This design comes from an exercise in tuning for small area and a short achievable clock period on the open sky130 flow, not from production work. At most, simulation tests tie the RTL to the original design; equivalence was not proved. Power and IR drop assume default switching activity.

==> branch tundra <==
// ava_core
module ava_core (
    input  wire        clk,
    input  wire        rst,           
    input  wire [15:0] prog_len,      
    output wire [15:0] prog_addr,     
    input  wire [7:0]  prog_data,     
    output reg  [31:0] stk_w_data,
    output reg         stk_w_valid,
    input  wire        stk_w_ready,
    input  wire [31:0] stk_r_data,
    input  wire        stk_r_valid,
    output reg         stk_r_ready,
    output reg  [7:0]  out_data,
    output reg         out_valid,
    input  wire        out_ready,
    output wire        halt,
    output wire        fault,
    output wire [2:0]  cause,
    output wire        push_lost,
    output wire        out_lost
);
    localparam [3:0] S_INIT     = 4'd0;
    localparam [3:0] S_DECODE   = 4'd1;
    localparam [3:0] S_PUSHIMM1 = 4'd2;
    localparam [3:0] S_PUSHIMM2 = 4'd3;
    localparam [3:0] S_PUSHVAR1 = 4'd4;
    localparam [3:0] S_PUSHVAR2 = 4'd5;
    localparam [3:0] S_PUSHVAR3 = 4'd6;
    localparam [3:0] S_LET1     = 4'd7;    
    localparam [3:0] S_LETW     = 4'd8;    
    localparam [3:0] S_PRINT    = 4'd9;
    localparam [3:0] S_ALU1     = 4'd10;
    localparam [3:0] S_ALU2     = 4'd11;
    localparam [3:0] S_ALU3     = 4'd12;
    localparam [3:0] S_ALU4     = 4'd13;
    localparam [3:0] S_DONE     = 4'd14;
    localparam [7:0] OPC_PUSH_IMM  = 8'h01;
    localparam [7:0] OPC_PUSH_VAR  = 8'h0a;
  ...
Settings: LEC_CHECK=0, CAP_MARGIN=20, CORE_MARGIN=2, CORE_UTILIZATION=55, SETUP_SLACK_MARGIN=4.7, SLEW_MARGIN=20; clock period 10.0 ns.
standard.sh (not shown) runs the stock make flow with config.mk's settings and CLKGATE_MAP_FILE= SYNTH_SCRIPT=/design/flow/synth_recipe.tcl, a recipe that flattens the netlist after the stock synthesis.
==> flow/flow/run.sh <==
#!/bin/bash
# The standard layout, with plain buffers (not delay cells) on the ports.
set -euo pipefail
export BUFFER_PORTS_ARGS="-buffer_cell sky130_fd_sc_hd__buf_2"
bash standard.sh finish > standard_flow.log 2>&1
==> branch harbor (differences from branch tundra) <==
--- a/flow/design.v
+++ b/flow/design.v
@@ -49,13 +49,11 @@
     reg  [3:0]  st;
     reg  [15:0] pc;
     reg  [7:0]  fb1;       
     reg         op_mul;
     reg  [15:0] opb;
-    reg  [31:8] csx, csy;  
-    reg  [7:0]  lo_sum;    
-    reg         lo_cy;     
+    reg  [31:0] csx, csy;  
     reg  [2:0]  cause_r;
     reg         push_lost_r;
     reg         out_lost_r;
     reg  [31:0] slot0, slot1, slot2, slot3;
     wire [7:0] fb = prog_data;
@@ -400,31 +398,20 @@
     assign cs_y[29] = k28_91;
     assign cs_x[30] = ~pp7[16];
     assign cs_y[30] = g29_19;
     assign cs_x[31] = 1'b1;
     assign cs_y[31] = 1'b0;
-    wire [31:0] cs_p = cs_x ^ cs_y;
-    wire [31:0] cs_g = cs_x & cs_y;
-    reg  [8:0]  lo_c;
-    integer li;
-    always @(*) begin
-        lo_c[0] = 1'b0;
-        for (li = 0; li < 8; li = li + 1)
-            lo_c[li + 1] = cs_g[li] | (cs_p[li] & lo_c[li]);
-    end
-    reg  [23:0] ks_p, ks_g;
-    reg  [31:0] alu_result;
+    reg  [31:0] ks_p, ks_g, alu_result;
     integer ki;
     always @(*) begin
         ks_p = csx;
         ks_g = csy;
-        ks_g[0] = csy[8] | (csx[8] & lo_cy);
-        for (ki = 1; ki < 24; ki = ki * 2) begin
+        for (ki = 1; ki < 32; ki = ki * 2) begin
             ks_g = ks_g | (ks_p & (ks_g << ki));
-            ks_p = ks_p & ((ks_p << ki) | ((24'd1 << ki) - 24'd1));
+            ks_p = ks_p & ((ks_p << ki) | ((32'd1 << ki) - 32'd1));
         end
-        alu_result = {csx ^ {ks_g[22:0], lo_cy}, lo_sum};
+        alu_result = csx ^ {ks_g[30:0], 1'b0};
     end
     reg [31:0] slot_rd;
     always @(*) begin
         case (fb1[1:0])
             2'd0: slot_rd = slot0;
@@ -445,14 +432,12 @@
         else
             stk_w_data = alu_result;
     end
     wire at_end = ({pc[15:1], pc[0] | s_init} == prog_len);
     always @(posedge clk) begin
-        csx <= cs_p[31:8];
-        csy <= cs_g[31:8];
-        lo_sum <= cs_p[7:0] ^ lo_c[7:0];
-        lo_cy <= lo_c[8];
+        csx <= cs_x ^ cs_y;
+        csy <= cs_x & cs_y;
         fb1[7:2] <= fb[7:2];
         if (!(s_letw || s_pv2))
             fb1[1:0] <= fb[1:0];
         if (s_alu1)
             opb <= stk_r_data[15:0];
==> flow/run.sh (new file) <==
#!/bin/bash
# synth_recipe.tcl (not shown) runs the flow's synth.tcl, then flattens the netlist and writes it again
# the make line also repeats each setting of config.mk as NAME=value (left out here)
make -C /OpenROAD-flow-scripts/flow DESIGN_CONFIG=/design/flow/config.mk WORK_HOME=/design/flow/orfs CLKGATE_MAP_FILE= SYNTH_SCRIPT=/design/flow/synth_recipe.tcl finish
==> flow/config.mk (replaced) <==
export PLATFORM = sky130hd
export DESIGN_NAME = ava_core
export DESIGN_NICKNAME = ava_core
export VERILOG_FILES = /design/flow/design.v
export SDC_FILE = /design/flow/constraint.sdc
export NUM_CORES = 4
export LEC_CHECK = 0
export ABC_CLOCK_PERIOD_IN_PS = 2000
export CAP_MARGIN = 20
export CORE_MARGIN = 2
export CORE_UTILIZATION = 55
export SETUP_SLACK_MARGIN = 5
export SLEW_MARGIN = 20
removed: flow/flow/run.sh
removed: flow/standard.sh
==> branch indigo (differences from branch tundra) <==
--- a/flow/design.v
+++ b/flow/design.v
@@ -49,13 +49,11 @@
     reg  [3:0]  st;
     reg  [15:0] pc;
     reg  [7:0]  fb1;       
     reg         op_mul;
     reg  [15:0] opb;
-    reg  [31:8] csx, csy;  
-    reg  [7:0]  lo_sum;    
-    reg         lo_cy;     
+    reg  [31:0] csx, csy;  
     reg  [2:0]  cause_r;
     reg         push_lost_r;
     reg         out_lost_r;
     reg  [31:0] slot0, slot1, slot2, slot3;
     wire [7:0] fb = prog_data;
@@ -400,31 +398,20 @@
     assign cs_y[29] = k28_91;
     assign cs_x[30] = ~pp7[16];
     assign cs_y[30] = g29_19;
     assign cs_x[31] = 1'b1;
     assign cs_y[31] = 1'b0;
-    wire [31:0] cs_p = cs_x ^ cs_y;
-    wire [31:0] cs_g = cs_x & cs_y;
-    reg  [8:0]  lo_c;
-    integer li;
-    always @(*) begin
-        lo_c[0] = 1'b0;
-        for (li = 0; li < 8; li = li + 1)
-            lo_c[li + 1] = cs_g[li] | (cs_p[li] & lo_c[li]);
-    end
-    reg  [23:0] ks_p, ks_g;
-    reg  [31:0] alu_result;
+    reg  [31:0] ks_p, ks_g, alu_result;
     integer ki;
     always @(*) begin
         ks_p = csx;
         ks_g = csy;
-        ks_g[0] = csy[8] | (csx[8] & lo_cy);
-        for (ki = 1; ki < 24; ki = ki * 2) begin
+        for (ki = 1; ki < 32; ki = ki * 2) begin
             ks_g = ks_g | (ks_p & (ks_g << ki));
-            ks_p = ks_p & ((ks_p << ki) | ((24'd1 << ki) - 24'd1));
+            ks_p = ks_p & ((ks_p << ki) | ((32'd1 << ki) - 32'd1));
         end
-        alu_result = {csx ^ {ks_g[22:0], lo_cy}, lo_sum};
+        alu_result = csx ^ {ks_g[30:0], 1'b0};
     end
     reg [31:0] slot_rd;
     always @(*) begin
         case (fb1[1:0])
             2'd0: slot_rd = slot0;
@@ -445,14 +432,12 @@
         else
             stk_w_data = alu_result;
     end
     wire at_end = ({pc[15:1], pc[0] | s_init} == prog_len);
     always @(posedge clk) begin
-        csx <= cs_p[31:8];
-        csy <= cs_g[31:8];
-        lo_sum <= cs_p[7:0] ^ lo_c[7:0];
-        lo_cy <= lo_c[8];
+        csx <= cs_x ^ cs_y;
+        csy <= cs_x & cs_y;
         fb1[7:2] <= fb[7:2];
         if (!(s_letw || s_pv2))
             fb1[1:0] <= fb[1:0];
         if (s_alu1)
             opb <= stk_r_data[15:0];
==> flow/config.mk (replaced) <==
export PLATFORM = sky130hd
export DESIGN_NAME = ava_core
export DESIGN_NICKNAME = ava_core
export VERILOG_FILES = /design/flow/design.v
export SDC_FILE = /design/flow/constraint.sdc
export NUM_CORES = 4
export LEC_CHECK = 0
export ABC_CLOCK_PERIOD_IN_PS = 4500
export CAP_MARGIN = 20
export CORE_MARGIN = 2
export CORE_UTILIZATION = 55
export SETUP_SLACK_MARGIN = 5
export SLEW_MARGIN = 20
==> branch delta (differences from branch tundra) <==
--- a/flow/design.v
+++ b/flow/design.v
@@ -402,17 +402,19 @@
     assign cs_y[30] = g29_19;
     assign cs_x[31] = 1'b1;
     assign cs_y[31] = 1'b0;
     wire [31:0] cs_p = cs_x ^ cs_y;
     wire [31:0] cs_g = cs_x & cs_y;
-    reg  [8:0]  lo_c;
-    integer li;
-    always @(*) begin
-        lo_c[0] = 1'b0;
-        for (li = 0; li < 8; li = li + 1)
-            lo_c[li + 1] = cs_g[li] | (cs_p[li] & lo_c[li]);
-    end
+    wire [8:0]  lo_c;
+    assign lo_c[0] = 1'b0;
+    assign lo_c[1] = cs_g[0];
+    genvar lg;
+    generate
+        for (lg = 1; lg < 8; lg = lg + 1) begin : lo_ripple
+            ava_gc lo_cell (.g1(cs_g[lg]), .p1(cs_p[lg]), .g0(lo_c[lg]), .g(lo_c[lg + 1]));
+        end
+    endgenerate
     reg  [23:0] ks_p, ks_g;
     reg  [31:0] alu_result;
     integer ki;
     always @(*) begin
         ks_p = csx;
@@ -431,14 +433,27 @@
             2'd1: slot_rd = slot1;
             2'd2: slot_rd = slot2;
             default: slot_rd = slot3;
         endcase
     end
+    wire pop_any = s_letw || s_print || s_alu1 || s_alu3;
+    wire dec_lf_n, rq_n1, rq_n2, rq_n3, rq_n4, rq_dec, rq_prt, rq_let, rq_pop, rq_ready, rq_out;
+    ava_nor3  rq_g1 (.a(fb[6]), .b(fb[5]), .c(fb[4]), .y(rq_n1));
+    ava_nor3  rq_g2 (.a(fb[3]), .b(fb[2]), .c(fb[0]), .y(rq_n2));
+    ava_nor3  rq_g3 (.a(fb[7]), .b(fb[6]), .c(fb[5]), .y(rq_n3));
+    ava_nor3  rq_g4 (.a(fb[4]), .b(fb[3]), .c(fb[2]), .y(rq_n4));
+    ava_and3  rq_g5 (.a(fb[7]), .b(fb[1]), .c(s_dec), .y(dec_lf_n));
+    ava_nand3 rq_g6 (.a(rq_n1), .b(rq_n2), .c(dec_lf_n), .y(rq_dec));
+    ava_nand2 rq_g7 (.a(s_print), .b(stk_r_valid), .y(rq_prt));
+    ava_nand2 rq_g8 (.a(rq_dec), .b(rq_prt), .y(rq_out));
+    ava_nand4 rq_g9 (.a(stk_r_valid), .b(s_let1), .c(rq_n3), .d(rq_n4), .y(rq_let));
+    ava_nand2 rq_g10 (.a(stk_r_valid), .b(pop_any), .y(rq_pop));
+    ava_nand2 rq_g11 (.a(rq_let), .b(rq_pop), .y(rq_ready));
     always @(*) begin
         stk_w_valid = s_pi2 || s_pv3 || s_alu4;
-        stk_r_ready = stk_r_valid && (let_ok || s_print || s_alu1 || s_alu3);
-        out_valid   = (s_dec && fb == OPC_PRINT_LF) || (s_print && stk_r_valid);
+        stk_r_ready = rq_ready;
+        out_valid   = rq_out;
         out_data    = s_print ? {stk_r_data[7:4] + 4'd3, stk_r_data[3:0]} : 8'h0a;
         if (s_pi2)
             stk_w_data = {16'd0, fb, fb1};
         else if (s_pv3)
             stk_w_data = slot_rd;
@@ -582,5 +597,23 @@
                 default: slot3 <= stk_r_data;
             endcase
         end
     end
 endmodule
+module ava_gc (input wire g1, p1, g0, output wire g);
+    assign g = g1 | (p1 & g0);
+endmodule
+module ava_nor3 (input wire a, b, c, output wire y);
+    assign y = ~(a | b | c);
+endmodule
+module ava_and3 (input wire a, b, c, output wire y);
+    assign y = a & b & c;
+endmodule
+module ava_nand2 (input wire a, b, output wire y);
+    assign y = ~(a & b);
+endmodule
+module ava_nand3 (input wire a, b, c, output wire y);
+    assign y = ~(a & b & c);
+endmodule
+module ava_nand4 (input wire a, b, c, d, output wire y);
+    assign y = ~(a & b & c & d);
+endmodule
==> flow/flow/run.sh (replaced) <==
#!/bin/bash
# The standard layout, with plain buffers (not delay cells) on the ports and
# a clock tree of smaller leaf buffers.
set -euo pipefail
export BUFFER_PORTS_ARGS="-buffer_cell sky130_fd_sc_hd__buf_2"
export CTS_ARGS="-sink_clustering_enable -repair_clock_nets -root_buf sky130_fd_sc_hd__clkbuf_16 -buf_list {sky130_fd_sc_hd__clkbuf_8 sky130_fd_sc_hd__clkbuf_16} -sink_clustering_buffer sky130_fd_sc_hd__clkbuf_4 -dont_use_dummy_load"
bash standard.sh finish > standard_flow.log 2>&1
--- a/flow/config.mk
+++ b/flow/config.mk
@@ -8,5 +8,6 @@
 export CAP_MARGIN = 20
 export CORE_MARGIN = 2
 export CORE_UTILIZATION = 55
 export SETUP_SLACK_MARGIN = 4.7
 export SLEW_MARGIN = 20
+export SYNTH_HIERARCHICAL = 1
==> results by group <==
Timing
  – Part of the cycle the worst path needs: 52.8%

Pwr
  – Sequential power share: 26.3%
  – Clk network pwr share: 13.1%

Critical path
  – R2R depth: 11

Outcome
  – Status: timing/DRC/antenna clean

Cells and area
  – Num sequential: 233
  – Commonest non-fill, non-tap cells in the layout: edfxtp_1 (147), buf_2 (125), inv_1 (119), a22oi_1 (119), nand2_1 (104)
  – Sequential cell area share: 34.9%

Synth
  – Syn_area_per_cell: 10.5 um^2
  – Synthesized area: 15900 um^2
  – Largest family of logic cells by synthesized area: compound AO/OA/AOI/OAI gates

Global routing
  – Met1 GRT Util: 38.8%

Drt
  – Met3 WL: 3400 um
(the above is from branch delta)
==> results by group <==
Cells and area
  – Num sequential: 240
  – P&R area growth vs syn: 23.0%
  – Commonest non-fill, non-tap cells in the layout: edfxtp_1 (147), inv_1 (118), nand2_1 (114)
  – Sequential cell area share: 31.6%

Place
  – DP Worst Slack: 3.76 ns
  – Placed cells: 2003

Synth
  – Syn_area_per_cell: 10.3 um^2
  – Synthesized area: 16200 um^2

Pwr
  – Sequential power share: 23.3%
  – Clk network pwr share: 15.2%

Outcome
  – Status: timing/DRC/antenna clean

Timing
  – Part of the cycle the worst path needs: 52.5%

Floorplan
  – N_taps: 384

Critical path
  – Buf+Inv Stages, Crit Path: 3
  – R2R depth: 11

Drt
  – Detail Route Antenna Nets: 0
  – Met3 WL: 4910 um

Global routing
  – Met1 GRT Util: 43.6%
(the above is from branch harbor)
==> results by group <==
Cells and area
  – Commonest non-fill, non-tap cells in the layout: edfxtp_1 (147), inv_1 (128), buf_2 (121)
  – Sequential cell area share: 34.4%

Timing
  – Worst-margin pin slew: 1.00 ns
  – Part of the cycle the worst path needs: 56.6%

Global routing
  – Met1 GRT Util: 39.2%

Synth
  – Synthesized area: 15800 um^2
  – Largest family of logic cells by synthesized area: adder cells
  – Syn_area_per_cell: 10.5 um^2
  – Dominant cell type by area after synthesis: edfxtp_1

Critical path
  – CP endpoint kind: primary output
  – R2R depth: 12

Pwr
  – Clk network pwr share: 18.0%

Drt
  – Met3 WL: 3440 um

Outcome
  – Status: timing/DRC/antenna clean
(the above is from branch tundra)
==> results by group <==
Floorplan
  – Io pins: 127
  – DIE AREA: 30900 um^2
  – N_taps: 384

Global routing
  – Met1 GRT Util: 43.8%

Synth
  – Largest family of logic cells by synthesized area: compound AO/OA/AOI/OAI gates
  – Synthesized area: 16200 um^2
  – Syn_area_per_cell: 10.3 um^2

Cells and area
  – Num sequential: 240
  – Multi-input logic cell count: 1082
  – Multi-input logic area: 9350 um^2
  – ClkCell Share: 4.47%

Critical path
  – R2R depth: 11

Drt
  – Wire per inst: 22.7 um
  – Via count: 12800
  – Met3 WL: 3620 um

Timing
  – Part of the cycle the worst path needs: 52.0%
  – Tmin final: 5.20 ns

Outcome
  – Status: timing/DRC/antenna clean
(the above is from branch indigo)
Only the layout flow was run in branch tundra; the RTL was not checked for function there.

static timing again, ports no longer ideal:
How much do the figures lean on ideal ports? The routed layouts below were timed once more, with nothing changed but the port constraints.
Step 1 sets driving cells, clkbuf_16 on the clock port and buf_2 on the other inputs (assumed; they add their load-dependent delay and slew).
Step 2 adds t to the input delays and takes it off the output delays; t is the mean of the earliest and latest rising clock arrival at the registers after step 1. Input paths then give back, and output paths get back, about the clock's delay inside the block.
Slacks: ideal ports / drivers / drivers and shift; pairs: ideal ports / drivers.
run	t (ns)	slack for setup (ns)	worst slew at a driven data input, ns
branch tundra	0.591	4.339 / 4.296 / 4.296	0.07
branch harbor	0.599	4.745 / 4.690 / 4.556	0.08
branch indigo	0.601	4.801 / 4.764 / 4.430	0.06
branch delta	0.512	4.724 / 4.671 / 4.526	0.06
After both steps setup and hold are still met in every run listed. The setup slack of branch indigo, which loses most, moves by -0.037 ns with the drivers and by -0.371 ns with both steps.
